Context: an optimization exercise on an open-source flow, tuned for a short achievable clock period and few clock cycles. The choices shown serve that exercise and are no tape-out recipe.
No run shown here included a check of the RTL's function; only the layout flow was run.
No run shown here takes its clock network from TritonCTS; it comes from the design's own scripts or RTL.
The flow treats the clock pin as an ideal source. Dropping or thinning the clock tree relies on that and would not hold on a real chip.
Power figures rest on the tool's default switching activity, not on a simulated workload.

### design/flow/flow/run.sh
#!/bin/bash
# Layout flow: the standard synthesis unchanged, then the standard ORFS
# steps with port buffers that the resizer may size freely and a two-level
# hand-built clock tree (flow/cts_hook.tcl).
set -euo pipefail
W="$(pwd)"
F="$W/flow"
bash "$W/standard.sh" synth > "$W/make_synth.log" 2>&1
bash "$W/standard.sh" \
    MATCH_CELL_FOOTPRINT=0 \
    "BUFFER_PORTS_ARGS=-buffer_cell sky130_fd_sc_hd__buf_4" \
    "PRE_CTS_TCL=$F/cts_hook.tcl" \
    finish > "$W/make_layout.log" 2>&1
### design/flow/flow/cts_hook.tcl
# PRE_CTS hook: build a shallow, balanced clock tree by hand (four root
# buffers fed by the clock port, each driving two leaf buffers, each leaf
# driving the registers placed around it) in place of TritonCTS's deeper
# H-tree.  Every register is reached through exactly two buffers.
source [file join [file dirname [info script]] cts_tree.tcl]
my_manual_cts 4 8 sky130_fd_sc_hd__clkbuf_16 sky130_fd_sc_hd__clkbuf_16
rename clock_tree_synthesis my_unused_cts
proc clock_tree_synthesis { args } {
  puts "clock tree built by the PRE_CTS hook; TritonCTS not run"
  set_propagated_clock [all_clocks]
}
### design/flow/flow/cts_tree.tcl
# Manual clock tree of one or two buffer levels.  The clock sinks are split
# into groups by placement (recursive bisection) and each group is driven by
# its own buffer; with two levels the leaf buffers are grouped the same way
# under root buffers fed by the clock port.  Every register sees the same
# number of buffer stages.
proc my_bisect { items n } {
  # items: list of {obj x y}; returns n groups
  set groups [list $items]
  set dir 0
  while { [llength $groups] < $n } {
    set new {}
    foreach g $groups {
      set idx [expr {$dir == 0 ? 1 : 2}]
      set s [lsort -integer -index $idx $g]
      set h [expr {[llength $s] / 2}]
      lappend new [lrange $s 0 [expr {$h - 1}]] [lrange $s $h end]
    }
    set groups $new
    set dir [expr {1 - $dir}]
  }
  return $groups
}

proc my_drive { block master name src_net group } {
  # a buffer fed by src_net driving the iterms of group, placed at their centroid
  set sx 0; set sy 0
  foreach s $group { incr sx [lindex $s 1]; incr sy [lindex $s 2] }
  set cx [expr {$sx / [llength $group]}]
  set cy [expr {$sy / [llength $group]}]
  set inst [odb::dbInst_create $block $master $name]
  set net [odb::dbNet_create $block "${name}_net"]
  $net setSigType CLOCK
  foreach s $group {
    set it [lindex $s 0]
    $it disconnect
    $it connect $net
  }
  [$inst findITerm X] connect $net
  [$inst findITerm A] connect $src_net
  $inst setLocation $cx $cy
  $inst setPlacementStatus PLACED
  return [list [$inst findITerm A] $cx $cy]
}

proc my_manual_cts { nroot nleaf rootcell leafcell } {
  set block [ord::get_db_block]
  set clk_net [$block findNet clk]
  set sinks {}
  foreach it [$clk_net getITerms] {
    set inst [$it getInst]
    lappend sinks [list $it [lindex [$inst getLocation] 0] [lindex [$inst getLocation] 1]]
  }
  set leafm [[ord::get_db] findMaster $leafcell]
  set rootm [[ord::get_db] findMaster $rootcell]
  if { $nleaf <= 0 } {
    set i 0
    foreach g [my_bisect $sinks $nroot] {
      my_drive $block $rootm "clkbuf_man_r$i" $clk_net $g
      incr i
    }
    return
  }
  # leaves first, fed temporarily from clk; then regroup their inputs
  set leaves {}
  set i 0
  foreach g [my_bisect $sinks $nleaf] {
    lappend leaves [my_drive $block $leafm "clkbuf_man_l$i" $clk_net $g]
    incr i
  }
  set i 0
  foreach g [my_bisect $leaves $nroot] {
    my_drive $block $rootm "clkbuf_man_r$i" $clk_net $g
    incr i
  }
}
### design/flow/standard.sh
#!/bin/bash
# synth_recipe.tcl (not shown) runs the flow's synth.tcl, then flattens the netlist and writes it again
# the make line also repeats each setting of config.mk as NAME=value (left out here)
make -C /OpenROAD-flow-scripts/flow DESIGN_CONFIG=/design/flow/config.mk WORK_HOME=/design/flow/orfs CLKGATE_MAP_FILE= SYNTH_SCRIPT=/design/flow/synth_recipe.tcl "${@:-finish}"
### design/flow/config.mk
export PLATFORM = sky130hd
export DESIGN_NAME = cm0_dbgctl
export DESIGN_NICKNAME = cm0_dbgctl
export VERILOG_FILES = /design/flow/design.v
export SDC_FILE = /design/flow/constraint.sdc
export NUM_CORES = 4
export LEC_CHECK = 0
export CAP_MARGIN = 20
export CORE_MARGIN = 2
export CORE_UTILIZATION = 40
export SETUP_SLACK_MARGIN = 3.3
export SLEW_MARGIN = 20
### design/flow/constraint.sdc
create_clock -name core_clock -period 5.0 [get_ports {clk}]
set_input_delay 1.0000 -clock core_clock [delete_from_list [all_inputs] [get_ports {clk}]]
set_output_delay 1.0000 -clock core_clock [all_outputs]
set_load 0.01 [all_outputs]
### design/flow/design.v
module cm0_dbgctl #(
    parameter integer P_POLL_LIMIT = 100
) (
    input  wire        clk,
    input  wire        rst,            
    input  wire        cmd_valid,
    output wire        cmd_ready,
    input  wire [31:0] cmd_word,
    input  wire [31:0] cmd_arg,
    output reg         resp_valid,
    output reg  [2:0]  resp_status,
    output reg  [31:0] resp_data,
    output reg  [7:0]  resp_err,
    output wire        bus_req,
    output wire        bus_we,
    output wire [31:0] bus_addr,
    output wire [31:0] bus_wdata,
    input  wire        bus_ack,
    input  wire [31:0] bus_rdata,
    input  wire        bus_err,
    input  wire [7:0]  bus_err_code
);
    localparam [2:0] ST_OK          = 3'd0;
    localparam [2:0] ST_TIMEOUT     = 3'd1;
    localparam [2:0] ST_TRANSPORT   = 3'd2;
    localparam [2:0] ST_UNSUPPORTED = 3'd3;
    localparam [2:0] ST_ILLEGAL     = 3'd4;
    localparam [3:0] OP_RDREG    = 4'h1;
    localparam [3:0] OP_WRREG    = 4'h2;
    localparam [3:0] OP_HALT     = 4'h3;
    localparam [3:0] OP_RUN      = 4'h4;
    localparam [3:0] OP_STEP     = 4'h5;
    localparam [3:0] OP_WAITH    = 4'h6;
    localparam [3:0] OP_BPUNITS  = 4'h7;
    localparam [3:0] OP_BPEN     = 4'h8;
    localparam [3:0] OP_SETBP    = 4'h9;
    localparam [3:0] OP_ENBP     = 4'hA;
    localparam [3:0] OP_DISBP    = 4'hB;
    localparam [3:0] OP_BASICREG = 4'hC;
    localparam integer SW = 10;
    localparam [9:0] S_NONE  = 10'b0_0_0_0_0_0_0_0_0_0;
    localparam [9:0] S_WSEL  = 10'b1_1_1_0_1_0_0_0_0_0;    
    localparam [9:0] S_WDAT  = 10'b1_1_0_1_1_0_0_0_0_0;    
    localparam [9:0] S_WCTL  = 10'b1_1_0_0_1_0_0_0_0_0;    
    localparam [9:0] S_RDAT  = 10'b1_0_0_1_1_0_0_1_0_0;    
    localparam [9:0] S_P16   = 10'b1_0_0_0_1_1_0_0_0_0;    
    localparam [9:0] S_P17   = 10'b1_0_0_0_1_1_1_0_0_0;    
    localparam [9:0] S_RBP   = 10'b1_0_0_0_0_0_0_0_1_0;    
    localparam [9:0] S_P16B  = 10'b1_0_0_0_1_1_0_0_0_1;    
    localparam [9:0] S_WBP   = 10'b1_1_0_0_0_0_0_0_0_0;    
    localparam [9:0] S_WCMP  = 10'b1_1_0_1_0_0_0_0_0_0;    
    function [9:0] step;
        input [3:0] op;
        input [2:0] i;
        begin
            step = S_NONE;
            case (op)
                OP_RDREG: case (i)
                    3'd0: step = S_WSEL;
                    3'd1: step = S_P16;
                    3'd2: step = S_RDAT;
                    default: step = S_NONE;
                endcase
                OP_WRREG: case (i)
                    3'd0: step = S_WSEL;
                    3'd1: step = S_P16;
                    3'd2: step = S_WDAT;
                    3'd3: step = S_P16;
                    default: step = S_NONE;
                endcase
                OP_HALT: case (i)
                    3'd0: step = S_WCTL;
                    3'd1: step = S_WSEL;
                    3'd2: step = S_P16;
                    3'd3: step = S_RDAT;
                    default: step = S_NONE;
                endcase
                OP_RUN: case (i)
                    3'd0: step = S_WCTL;
                    default: step = S_NONE;
                endcase
                OP_STEP: case (i)
                    3'd0: step = S_WCTL;
                    3'd1: step = S_P17;
                    3'd2: step = S_WSEL;
                    3'd3: step = S_P16;
                    3'd4: step = S_RDAT;
                    default: step = S_NONE;
                endcase
                OP_WAITH: case (i)
                    3'd0: step = S_P17;
                    default: step = S_NONE;
                endcase
                OP_BPUNITS: case (i)
                    3'd0: step = S_RBP;
                    3'd1: step = S_P16B;
                    default: step = S_NONE;
                endcase
                OP_BPEN: case (i)
                    3'd0: step = S_WBP;
                    3'd1: step = S_P17;
                    default: step = S_NONE;
                endcase
                OP_SETBP: case (i)
                    3'd0: step = S_WCMP;
                    3'd1: step = S_P17;
                    default: step = S_NONE;
                endcase
                default: step = S_NONE;
            endcase
        end
    endfunction
    reg        ready_q;        
    reg        run_q;          
    reg        req_q;          
    reg        we_q, a2_q, a3_q, ae_q;           
    reg        poll_q, pbit_q, rd8_q, rdbp_q, bpo_q;
    reg [SW-1:0] q1, q2, q3, q4;                 
    reg [6:0]  cnt_q;          
    reg        tc_q;           
    reg [31:0] wd_q;           
    reg [31:0] arg_q;          
    reg        wrreg_q;        
    reg [3:0]  bpl_q;          
    reg        errq_q;         
    reg        toq_q;          
    reg [7:0]  errc_q;         
    reg        nzb_q;          
    reg        nzd_q;          
    reg        nzs_q;          
    reg        bas_q;          
    reg        uns_q;          
    reg [2:0]  sel_q;
    assign cmd_ready = ready_q;
    assign bus_req   = req_q;
    assign bus_we    = we_q;
    assign bus_addr  = {16'hE000, ae_q, ae_q, 1'b1, 1'b0, ae_q, ae_q, 1'b0, ae_q,
                        ae_q, ae_q, ae_q, ae_q, a3_q, a2_q, 2'b00};
    assign bus_wdata = wd_q;
    wire [3:0] c_op  = cmd_word[3:0];
    wire [4:0] c_reg = cmd_word[8:4];
    wire       c_en  = cmd_word[12];
    wire nz_h = |cmd_word[31:19];
    wire nz_s = |cmd_word[18:16];
    wire nz_m = |cmd_word[15:13];
    wire nz_e = cmd_word[12];
    wire nz_c = |cmd_word[11:9];
    wire nz_r = |cmd_word[8:4];
    wire c_start;
    cm0_dbgctl_start u_start (.w(cmd_word), .start(c_start));
    reg [31:0] c_wdata;        
    always @(*) begin
        case (c_op)
            OP_RDREG: c_wdata = {27'd0, c_reg};
            OP_WRREG: c_wdata = {15'd0, 1'b1, 11'd0, c_reg};
            OP_HALT:  c_wdata = 32'hA05F_0003;
            OP_STEP:  c_wdata = 32'hA05F_000D;
            OP_BPEN:  c_wdata = {30'd0, 1'b1, c_en};
            OP_SETBP: c_wdata = 32'hC000_0001 | (cmd_arg & 32'h1FFF_FFFC);
            default:  c_wdata = 32'hA05F_0000;
        endcase
    end
    wire d_basok = bas_q && !nzb_q && !nzd_q;
    wire d_legal = d_basok || (uns_q && !nzb_q && !nzd_q && !nzs_q);
    reg [3:0] d_basic;
    always @(*) begin
        case (sel_q)
            3'd0: d_basic = 4'd0;
            3'd1: d_basic = 4'd1;
            3'd2: d_basic = 4'd2;
            3'd3: d_basic = 4'd3;
            3'd4: d_basic = 4'd9;
            3'd5: d_basic = 4'd15;
            3'd6: d_basic = 4'd14;
            default: d_basic = 4'd13;
        endcase
    end
    wire bit_seen = pbit_q ? bus_rdata[17] : bus_rdata[16];
    wire good     = bus_ack && !bus_err && (!poll_q || bit_seen);    
    wire fin_ok   = good && !q1[SW-1];             
    wire fin      = bus_ack && (bus_err || (poll_q && !bit_seen && tc_q) ||
                                ((!poll_q || bit_seen) && !q1[SW-1]));
    wire dec      = !req_q;
    always @(posedge clk) begin
        if (rst) begin
            ready_q    <= 1'b1;
            run_q      <= 1'b0;
            req_q      <= 1'b0;
            resp_valid <= 1'b0;
        end else if (!run_q) begin
            if (cmd_valid) begin
                ready_q    <= 1'b0;
                run_q      <= 1'b1;
                req_q      <= c_start;
                resp_valid <= 1'b0;
            end
        end else if (dec) begin
            ready_q    <= 1'b1;
            run_q      <= 1'b0;
            resp_valid <= 1'b1;
        end else begin
            ready_q    <= fin_ok;
            run_q      <= !fin_ok;
            req_q      <= !fin;
            resp_valid <= fin_ok;
        end
    end
    always @(posedge clk) begin
        if (rst) begin
            {we_q, a2_q, a3_q, ae_q, poll_q, pbit_q, rd8_q, rdbp_q, bpo_q} <= 9'd0;
        end else if (!run_q) begin
            {we_q, a2_q, a3_q, ae_q, poll_q, pbit_q, rd8_q, rdbp_q, bpo_q} <= step(c_op, 3'd0);
        end else if (good) begin
            {we_q, a2_q, a3_q, ae_q, poll_q, pbit_q, rd8_q, rdbp_q, bpo_q} <= q1[SW-2:0];
        end
    end
    always @(posedge clk) begin
        if (!run_q) begin
            q1 <= step(c_op, 3'd1);
            q2 <= step(c_op, 3'd2);
            q3 <= step(c_op, 3'd3);
            q4 <= step(c_op, 3'd4);
        end else if (good) begin
            q1 <= q2;
            q2 <= q3;
            q3 <= q4;
            q4 <= S_NONE;
        end
    end
    always @(posedge clk) begin
        if (!run_q) begin
            arg_q   <= cmd_arg;
            wrreg_q <= (c_op == OP_WRREG);
            nzb_q   <= nz_h || nz_m || nz_c;
            nzd_q   <= nz_e || nz_r;
            nzs_q   <= nz_s;
            bas_q   <= (c_op == OP_BASICREG);
            uns_q   <= (c_op == OP_ENBP) || (c_op == OP_DISBP);
            sel_q   <= cmd_word[18:16];
        end
    end
    always @(posedge clk) begin
        if (rst)
            wd_q <= 32'd0;
        else if (!run_q)
            wd_q <= c_wdata;
        else if (bus_ack)
            wd_q <= wrreg_q ? arg_q : 32'h0000_000F;
    end
    always @(posedge clk) begin
        errq_q <= req_q && bus_ack && bus_err;
        toq_q  <= req_q && bus_ack && !bus_err && poll_q && !bit_seen;
        errc_q <= bus_err_code;
    end
    always @(posedge clk) begin
        if (!run_q || !poll_q) begin
            cnt_q <= 7'd0;
            tc_q  <= 1'b0;
        end else if (bus_ack) begin
            cnt_q <= cnt_q + 7'd1;
            tc_q  <= (cnt_q == P_POLL_LIMIT - 2);
        end
    end
    always @(posedge clk)
        if (rdbp_q)
            bpl_q <= bus_rdata[7:4];
    always @(posedge clk) begin
        if (rst) begin
            resp_status <= ST_OK;
            resp_data   <= 32'd0;
            resp_err    <= 8'd0;
        end else if (run_q) begin
            if (dec) begin
                resp_err <= errq_q ? errc_q : 8'd0;
                if (errq_q) begin
                    resp_status <= ST_TRANSPORT;
                    resp_data   <= 32'd0;
                end else if (toq_q) begin
                    resp_status <= ST_TIMEOUT;
                    resp_data   <= 32'd0;
                end else begin
                    resp_status <= !d_legal ? ST_ILLEGAL : (uns_q ? ST_UNSUPPORTED : ST_OK);
                    resp_data   <= {28'd0, d_basok ? d_basic : 4'd0};
                end
            end else begin
                resp_status <= ST_OK;
                resp_err    <= 8'd0;
                if (rd8_q)
                    resp_data <= bus_rdata;
                else if (bpo_q)
                    resp_data <= {28'd0, bpl_q};
                else
                    resp_data <= 32'd0;
            end
        end
    end
endmodule
module cm0_dbgctl_start (
    input  wire [31:0] w,
    output wire        start
);
    wire z_hi  = (w[31:13] == 19'd0);
    wire z_9   = (w[11:9] == 3'd0);
    wire z_12  = !w[12];
    wire z_4   = (w[8:4] == 5'd0);
    wire o_rw  = (w[3:0] == 4'h1) || (w[3:0] == 4'h2);
    wire o_en  = (w[3:0] == 4'h8);
    wire o_fix = (w[3:0] == 4'h3) || (w[3:0] == 4'h4) || (w[3:0] == 4'h5) ||
                 (w[3:0] == 4'h6) || (w[3:0] == 4'h7) || (w[3:0] == 4'h9);
    assign start = z_hi && z_9 && ((o_rw && z_12) || (o_en && z_4) || (o_fix && z_12 && z_4));
endmodule
==> metrics.md, run 1 <==
| Metric | Value |
|---|---|
| Combinational Power Share | `14.1%` |
| Vias per inst | `5.24` |
| Global-route usage over all layers | `19.1%` |
| Run status | `timing/DRC/antenna clean` |
| Final routed DRC violation total | `0` |
| Global route total overflow | `0` |
| Class of the most critical hold timing path | `reg2reg` |
| Min cycle time layout | `2.25 ns` |
| Critical path depth in cells | `6` |
| Total of flip-flops plus latches after synthesis | `167` |
| Highest-count cells in the layout ignoring fill and taps | `sky130_fd_sc_hd__buf_4 (132), sky130_fd_sc_hd__buf_6 (105), sky130_fd_sc_hd__nor2_1 (83)` |
| Critical-path cell with the highest stage delay | `sky130_fd_sc_hd__or4_4` |
| Share of the cycle needed by the critical path after routing | `45.0%` |
| Routed wire length per instance | `between 15 and 20 µm` |
| FF-to-FF setup slack | `3.36 ns` |
| Category of the most critical setup path | `in2reg` |
| Hold Vio Cnt, Final | `0` |
| Wire length reported by the detailed router | `18400 µm` |
| Number of distinct library cells after synthesis | `56` |
| Pin slew with the least headroom to its limit | `0.759 ns` |
| Number of violations of the max-capacitance limit | `0` |
| Iteration-0 DRC Markers | `416` |
| Largest fanout on the critical path | `3` |
| Number of cells on the worst hold path | `2` |
| Routability cong. | `0.789` |
| Worst Setup Slack, final | `2.75 ns` |
| Detail Placement HPWL | `between 10000 and 15000 µm` |
| Cell Area, Placed | `0.00836 mm²` |
| Leakage dissipation | `~4 nW` |
| Yosys warnings | `1` |
| Total non-filler cell area in the finished layout | `0.0100 mm²` |
| Number of input and output port buffers inserted | `between 150 and 200` |
| Antenna violations before repair | `0` |
| Number of diodes | `0` |
| Global-route wire length before repair | `28400 µm` |
| Core Box Area | `0.0165 mm²` |
| Clock share of power | `a little under a third` |
| Total die area | `0.0179 mm²` |
| Chip Height | `134 µm` |
| Largest net degree at the start of global routing | `88` |
| Pre-CTS WS | `2.34 ns` |
| Final count of negative-setup-slack endpoints | `0` |
| Filler cell count in the final layout | `approximately 1400` |
| Hold worst-path end | `resp_err[7]` |
| Count of non-filler cells in the finished layout | `1074` |
| PwrDens | `270 mW/mm²` |
| Proportion of layout cells with a drive suffix above 1 | `49.9%` |
| Core Util, Final | `60.6%` |
| CP Cell Sequence | `buf_6 > or4_4 > or3_4 > a211o_1 > o311ai_2 > o2bb2ai_1` |
| CTS clk-pin slew, worst paths | `0.08 ns` |
| Vias after detailed routing | `5633` |
| Commonest non-fill, non-tap cell in the layout | `sky130_fd_sc_hd__buf_4` |
| Delay of the slowest cell on the worst path | `0.53 ns` |
| Setup repair after global routing missed its margin | `yes` |
| Logic depth of the worst register-to-register path | `6` |
| Sw Share | `a little under a quarter` |
| Clock latency on the worst-skew pair | `0.28 ns` |
| Total count of max-transition violations in the final report | `0` |
| Vias in the first global route | `5392` |
| Critical path buffer and inverter count | `1` |
| Horizontal die dimension | `134 µm` |
| Starting density of the core | `40.9%` |
| I/O Pins | `between 200 and 250` |
| Detailed-routing iteration count for the pre-antenna-repair pass | `5` |
| Arrival time reported for the critical path endpoint | `2.45 ns` |
| Startpoint types | `primary input` |
| NumNets Final | `about 970` |
| Sequential cell area fraction in the yosys report | `58.5%` |
| Start point of the worst hold path | `errc_q[7]` |
| Family with the most delay on the worst path | `simple AND/OR/NAND/NOR gates` |
| Data required time at the worst endpoint | `roughly 5.2 ns` |
| Count of mapped cells out of synthesis | `646` |
| Worst slew margin relative to its limit | `between 40 and 50%` |
| EDFF count, synth | `61` |
| Flip-flop cell with the highest count after synthesis | `sky130_fd_sc_hd__dfxtp_1` |
| Syn_area_per_cell | `10.5 µm²` |
| Count of placed standard cells including taps | `1008` |
| Critical path endpoint category | `flop` |
| Final ANT Viol Nets | `0` |
| Async set-or-reset flop fraction in the synthesized netlist | `0%` |
| Layout overhead on the synthesized area | `48.3%` |
| Num rows | `47` |
| Cts-stage hold buffer count | `0` |
| IR Drop Worst-Case VDD | `about 0.13 mV` |
| Sequential cell area | `0.00406 mm²` |
| Switching power | `0.608 mW` |
| Highest attainable clock frequency | `~440 MHz` |
| Start of the worst register-to-register path | `pbit_q` |
| Int Power | `2.09 mW` |
| Final Skew | `0.00685 ns` |
| Critical register-to-register path endpoint | `ae_q` |
| Mapped Area | `~0.0068 mm²` |
| Combined area of the multi-input logic cells | `roughly 0.0029 mm²` |
| Relative contribution of sequential cells to total power | `55.6%` |
| Aggregate negative setup slack | `0 ns` |
[flip-flops by register name (all words and copies together), names as in the netlist, 2 cells and up]
| signal | cells |
|---|---|
| q1 | 8 |
| cnt_q | 7 |
| q3 | 2 |
| errc_q | 8 |
| resp_data | 32 |
| sel_q | 3 |
| wd_q | 32 |
| bpl_q | 4 |
| arg_q | 32 |
| q2 | 5 |
| resp_status | 3 |
| resp_err | 8 |
[area by class of cell]
type                    count  area share (%)
plain buffers              12            3.00
inverters                   9           0.412
multi-input cells         415            29.1
flip-flops and latches    167            40.5
well taps                 220            2.75
repair buffers            251            24.2
[worst max-delay path by stage]
stage | to | start | slack [ns]
after global routing | req_q | cmd_word[8] | 2.72
after detailed placement | wd_q[19] | cmd_word[2] | 2.34
after CTS | req_q | cmd_word[8] | 2.75
final | req_q | cmd_word[8] | 2.75
after global placement | req_q | cmd_word[8] | 2.46
after floorplan | req_q | cmd_word[8] | 2.65
[logic make-up after synthesis]
family                     after synthesis  share of synthesized area [%]
muxes                                   10                           1.56
DFF                                    167                           58.5
other                                    2                          0.111
xor gates and xnor gates                 8                           1.04
adders and majority gates                2                          0.370
and+or+nand+nor                        222                           15.5
buffers and inverters                   88                           7.93
AOI/OAI and AO/OA                      147                           15.0
[power by group through the flow]
stage / Combinational (mW) / Sequential (mW) / Clock, mW
after floorplan: 0.175 / 1.53 / 0
after global placement: 0.287 / 1.53 / 0
after detailed placement: 0.292 / 1.53 / 0
after CTS: 0.347 / 1.50 / 0.842
after global routing: 0.406 / 1.51 / 0.888
final: 0.380 / 1.50 / 0.818
[layer usage]
metal	wire length [µm]	vias up	GRT usage [%]	share of wire (%)
met4	227	0	3.01	1.2
met3	1010	14	2.23	5.5
li1	-	2728	-	-
met2	9370	189	34.0	51
met5	0	-	0	0
met1	7810	2702	25.5	42
[Yosys cell counts (4+ instances only)]
| library cell | n | share of area [%] |
|---|---|---|
| sky130_fd_sc_hd__a211oi_1 | 11 | 1.2 |
| sky130_fd_sc_hd__a21oi_1 | 31 | 2.3 |
| sky130_fd_sc_hd__a221oi_1 | 24 | 3.1 |
| sky130_fd_sc_hd__a222oi_1 | 4 | 0.59 |
| sky130_fd_sc_hd__a22oi_1 | 32 | 3.6 |
| sky130_fd_sc_hd__a31oi_1 | 4 | 0.37 |
| sky130_fd_sc_hd__and2_1 | 5 | 0.46 |
| sky130_fd_sc_hd__buf_2 | 4 | 0.30 |
| sky130_fd_sc_hd__buf_4 | 32 | 3.6 |
| sky130_fd_sc_hd__buf_6 | 4 | 0.67 |
| sky130_fd_sc_hd__clkbuf_1 | 31 | 1.7 |
| sky130_fd_sc_hd__clkbuf_8 | 5 | 1.0 |
| sky130_fd_sc_hd__dfxtp_1 | 106 | 31 |
| sky130_fd_sc_hd__edfxtp_1 | 61 | 27 |
| sky130_fd_sc_hd__inv_1 | 8 | 0.44 |
| sky130_fd_sc_hd__mux2i_1 | 6 | 0.89 |
| sky130_fd_sc_hd__nand2_1 | 37 | 2.1 |
| sky130_fd_sc_hd__nand2b_1 | 6 | 0.56 |
| sky130_fd_sc_hd__nand3_1 | 12 | 0.89 |
| sky130_fd_sc_hd__nand4_1 | 5 | 0.46 |
| sky130_fd_sc_hd__nor2_1 | 89 | 4.9 |
| sky130_fd_sc_hd__nor2b_1 | 8 | 0.74 |
| sky130_fd_sc_hd__nor3_1 | 29 | 2.1 |
| sky130_fd_sc_hd__nor3b_1 | 4 | 0.44 |
| sky130_fd_sc_hd__nor4_1 | 11 | 1.0 |
| sky130_fd_sc_hd__o21ai_0 | 21 | 1.6 |
| sky130_fd_sc_hd__o21ai_1 | 4 | 0.30 |
| sky130_fd_sc_hd__or3_1 | 5 | 0.46 |
| sky130_fd_sc_hd__xnor2_1 | 5 | 0.65 |
[timing repair]
action	4_1_cts	5_1_grt
gates cloned	4	1
hold endpoints to repair	0	0
endpoints found under the setup margin	203	191
gates resized for setup	224	47
pin swaps	12	8
buffers inserted	28	21
[metrics by stage]
step	power, mW	hold WS (ns)
final	2.70	0.467
after global routing	2.80	0.485
after CTS	2.69	0.464
after detailed placement	1.82	0.458
after global placement	1.81	0.454
after floorplan	1.70	0.446
[worst register-to-register path, stage by stage (launching register included)]
cell,delay [ns]
sky130_fd_sc_hd__dfxtp_1,0.39
sky130_fd_sc_hd__mux2_4,0.35
sky130_fd_sc_hd__o21ai_4,0.15
sky130_fd_sc_hd__buf_12,0.16
sky130_fd_sc_hd__mux2_4,0.31
sky130_fd_sc_hd__a21oi_2,0.11
sky130_fd_sc_hd__nor2_1,0.04
==> run 2, diff against run 1 <==
--- a/design/flow/config.mk
+++ b/design/flow/config.mk
@@ -9,4 +9,4 @@
 export CORE_MARGIN = 2
 export CORE_UTILIZATION = 40
-export SETUP_SLACK_MARGIN = 3.3
+export SETUP_SLACK_MARGIN = 3.1
 export SLEW_MARGIN = 20
==> metrics.md, run 2 <==
| Metric | Value |
|---|---|
| IR Drop Worst-Case VDD | `roughly 0.17 mV` |
| Worst slew margin relative to its limit | `52.5%` |
| Relative contribution of sequential cells to total power | `56.3%` |
| Aggregate negative setup slack | `0 ns` |
| I/O Pins | `between 200 and 250` |
| Final count of negative-setup-slack endpoints | `0` |
| Topmost layer with routed signal wires | `met4` |
| Worst Setup Slack, final | `2.78 ns` |
| Number of distinct library cells after synthesis | `56` |
| Chip Height | `134 µm` |
| Largest fanout on the critical path | `3` |
| Arrival time reported for the critical path endpoint | `2.43 ns` |
| Start of the worst register-to-register path | `run_q` |
| Number of violations of the max-capacitance limit | `0` |
| Starting density of the core | `between 40 and 50%` |
| Horizontal die dimension | `134 µm` |
| Vias in the first global route | `5186` |
| Commonest non-fill, non-tap cell in the layout | `sky130_fd_sc_hd__buf_4` |
| Share of the cycle needed by the critical path after routing | `44.5%` |
| Wire length reported by the detailed router | `17700 µm` |
| Start point of the worst hold path | `resp_err[7]` |
| Total die area | `around 0.018 mm²` |
| Run status | `timing/DRC/antenna clean` |
| Yosys warnings | `1` |
| NumNets Final | `about 950` |
| Sw Share | `22.4%` |
| Global route total overflow | `0` |
| Setup repair after global routing missed its margin | `yes` |
| Vias after detailed routing | `approximately 5600` |
| Cell Area, Placed | `0.00824 mm²` |
| Syn_area_per_cell | `10.5 µm²` |
| Largest area contributor in the synthesized netlist | `sky130_fd_sc_hd__dfxtp_1` |
| Total count of max-transition violations in the final report | `0` |
| EDFF count, synth | `61` |
| Int Power | `2.06 mW` |
| Final routed DRC violation total | `0` |
| Startpoint types | `primary input` |
| Combinational Power Share | `12.7%` |
| Most common library cells after synthesis | `sky130_fd_sc_hd__dfxtp_1 (106), sky130_fd_sc_hd__nor2_1 (89), sky130_fd_sc_hd__edfxtp_1 (61)` |
| PwrDens | `287 mW/mm²` |
| Largest regs | `arg_q: 32 flops, resp_data: 32 flops, wd_q: 32 flops` |
| Antenna violations before repair | `0` |
| Routability cong. | `0.787` |
| Category of the most critical setup path | `in2reg` |
| Total non-filler cell area in the finished layout | `0.00927 mm²` |
| Count of mapped cells out of synthesis | `646` |
| Async set-or-reset flop fraction in the synthesized netlist | `0%` |
| Pin slew with the least headroom to its limit | `just over 0.7 ns` |
| Iteration-0 DRC Markers | `321` |
| Biggest area contributors in the synthesized netlist | `sky130_fd_sc_hd__dfxtp_1 (31%), sky130_fd_sc_hd__edfxtp_1 (27%), sky130_fd_sc_hd__nor2_1 (4.9%), sky130_fd_sc_hd__a22oi_1 (3.6%), sky130_fd_sc_hd__buf_4 (3.6%)` |
| Core Box Area | `approximately 0.017 mm²` |
| Number of input and output port buffers inserted | `198` |
| Largest net degree at the start of global routing | `88` |
| Routed length on met1 | `7640 µm` |
| Detail Placement HPWL | `11600 µm` |
| Most instantiated library cell after synthesis | `sky130_fd_sc_hd__dfxtp_1` |
| Hold Vio Cnt, Final | `0` |
| Critical path endpoint category | `flop` |
| Met3 layer wire length in the routed design | `between 800 and 900 µm` |
| Global-route wire length before repair | `27300 µm` |
| Highest-count cells in the layout ignoring fill and taps | `sky130_fd_sc_hd__buf_4 (203), sky130_fd_sc_hd__dfxtp_1 (104), sky130_fd_sc_hd__nor2_1 (84)` |
| Vias per inst | `~5.3` |
| Beginning of the critical path | `cmd_word[8]` |
| Data required time at the worst endpoint | `5.21 ns` |
| Routed wire length per instance | `16.8 µm` |
| Proportion of netlist area held by the largest area contributor | `31.4%` |
| Leakage dissipation | `3.74 nW` |
| Flip-flop cell with the highest count after synthesis | `sky130_fd_sc_hd__dfxtp_1` |
| Detailed-routing iteration count for the pre-antenna-repair pass | `4` |
| Pre-CTS WS | `roughly 2.4 ns` |
| CTS clk-pin slew, worst paths | `0.08 ns` |
| Proportion of layout cells with a drive suffix above 1 | `37.0%` |
| Mapped Area | `0.00676 mm²` |
| Sequential cell area fraction in the yosys report | `58.5%` |
| Global-route usage over all layers | `18.4%` |
| Number of diodes | `0` |
| Total of flip-flops plus latches after synthesis | `167` |
| Switching power | `~0.6 mW` |
| Final ANT Viol Nets | `0` |
| Layout overhead on the synthesized area | `37.2%` |
| Final Skew | `0.00817 ns` |
| Class of the most critical hold timing path | `reg2reg` |
| Num rows | `47` |
| Highest attainable clock frequency | `449 MHz` |
| Clock share of power | `between 30% and 40%` |
| Min cycle time layout | `about 2.2 ns` |
| Amount of wire on met2 after detailed routing | `roughly 9000 µm` |
| Clock latency on the worst-skew pair | `0.28 ns` |
[run 2: cells by family after synthesis]
kind of cell               share of synthesized area (%)
buffers and inverters                               7.93
muxes                                               1.56
xor gates and xnor gates                            1.04
and+or+nand+nor                                     15.5
AOI/OAI and AO/OA                                   15.0
other                                              0.111
adders and majority gates                          0.370
DFF                                                 58.5
[run 2: final timing paths]
check,cells past startpoint,slack [ns],end
min,2,0.46,resp_err[7]
max reg2reg,4,3.22,wd_q[17]
min reg2reg,2,0.46,resp_err[7]
max,6,2.78,req_q
[run 2: power groups by stage]
stage / Clock [mW] / Combinational [mW] / Sequential [mW]
after detailed placement: 0 / 0.282 / 1.53
after global routing: 0.891 / 0.365 / 1.50
after global placement: 0 / 0.276 / 1.52
after CTS: 0.844 / 0.313 / 1.50
after floorplan: 0 / 0.163 / 1.53
final: 0.822 / 0.338 / 1.50
[run 2: area by class of cell]
| class | instances | area (µm²) |
|---|---|---|
| Fill cell | 1436 | 7250 |
| Sequential cell | 167 | 3960 |
| Multi-Input combinational cell | 414 | 2750 |
| Timing Repair Buffer | 231 | 1950 |
| Buffer | 12 | 300 |
| Tap cell | 220 | 275 |
| Inverter | 9 | 38.8 |
[run 2: critical path, cell delays in order]
cell	delay, ns
sky130_fd_sc_hd__buf_6	0.09
sky130_fd_sc_hd__or4_4	0.52
sky130_fd_sc_hd__or3_4	0.35
sky130_fd_sc_hd__a211o_1	0.23
sky130_fd_sc_hd__o311ai_1	0.09
sky130_fd_sc_hd__o2bb2ai_1	0.14
[run 2: stage by stage]
step / utilization, % / cells / power [mW] / hold slack [ns]
after floorplan: - / 665 / 1.69 / 0.447
after global placement: 49.9 / 1006 / 1.80 / 0.453
after detailed placement: 49.9 / 1006 / 1.81 / 0.457
after CTS: 54.0 / 1036 / 2.65 / 0.469
after global routing: 56.1 / 1053 / 2.76 / 0.485
final: 56.1 / 1053 / 2.66 / 0.463
[run 2: what timing repair did]
action | CTS | global route
setup endpoints to repair | 105 | 93
pin swaps | 12 | 26
endpoints found under the hold margin | 0 | 0
gates cloned | 5 | 1
hold buffers | 0 | 0
gates resized for setup | 40 | 39
buffers inserted | 13 | 16
[run 2: metal layers]
metal	vias to the layer above	global-route usage, %
met3	20	1.44
met4	0	3.01
met5	-	0
li1	2678	-
met1	2703	25.4
met2	185	32.1

==> afterwards: timing with drivers on the ports <==
No port has a modelled driver above. Below, the same layouts with a new extraction and two added sets of constraints. Step 1 assumes that a clkbuf_16 drives the clock port and a buf_2 every other input. Step 2 moves the port delays by t, midway between the first and last clock arrival at a register: inputs arrive t later, outputs are due t later. That takes back most of the time a late clock gives input paths. Three values: no drivers, after step 1, after step 2; two values: the first two.
| run | shift t [ns] | setup slack, ns | worst setup path after step 2 | clock arrival spread, ns |
|---|---|---|---|---|
| run 1 | 0.362 | 2.751 / 2.718 / 2.443 | input to register | 0.008 / 0.008 |
| run 2 | 0.360 | 2.775 / 2.804 / 2.469 | input to register | 0.011 / 0.010 |
After both steps setup and hold are still met in every run listed. The setup slack of run 1, which loses most, moves by -0.033 ns with the drivers and by -0.308 ns with both steps.
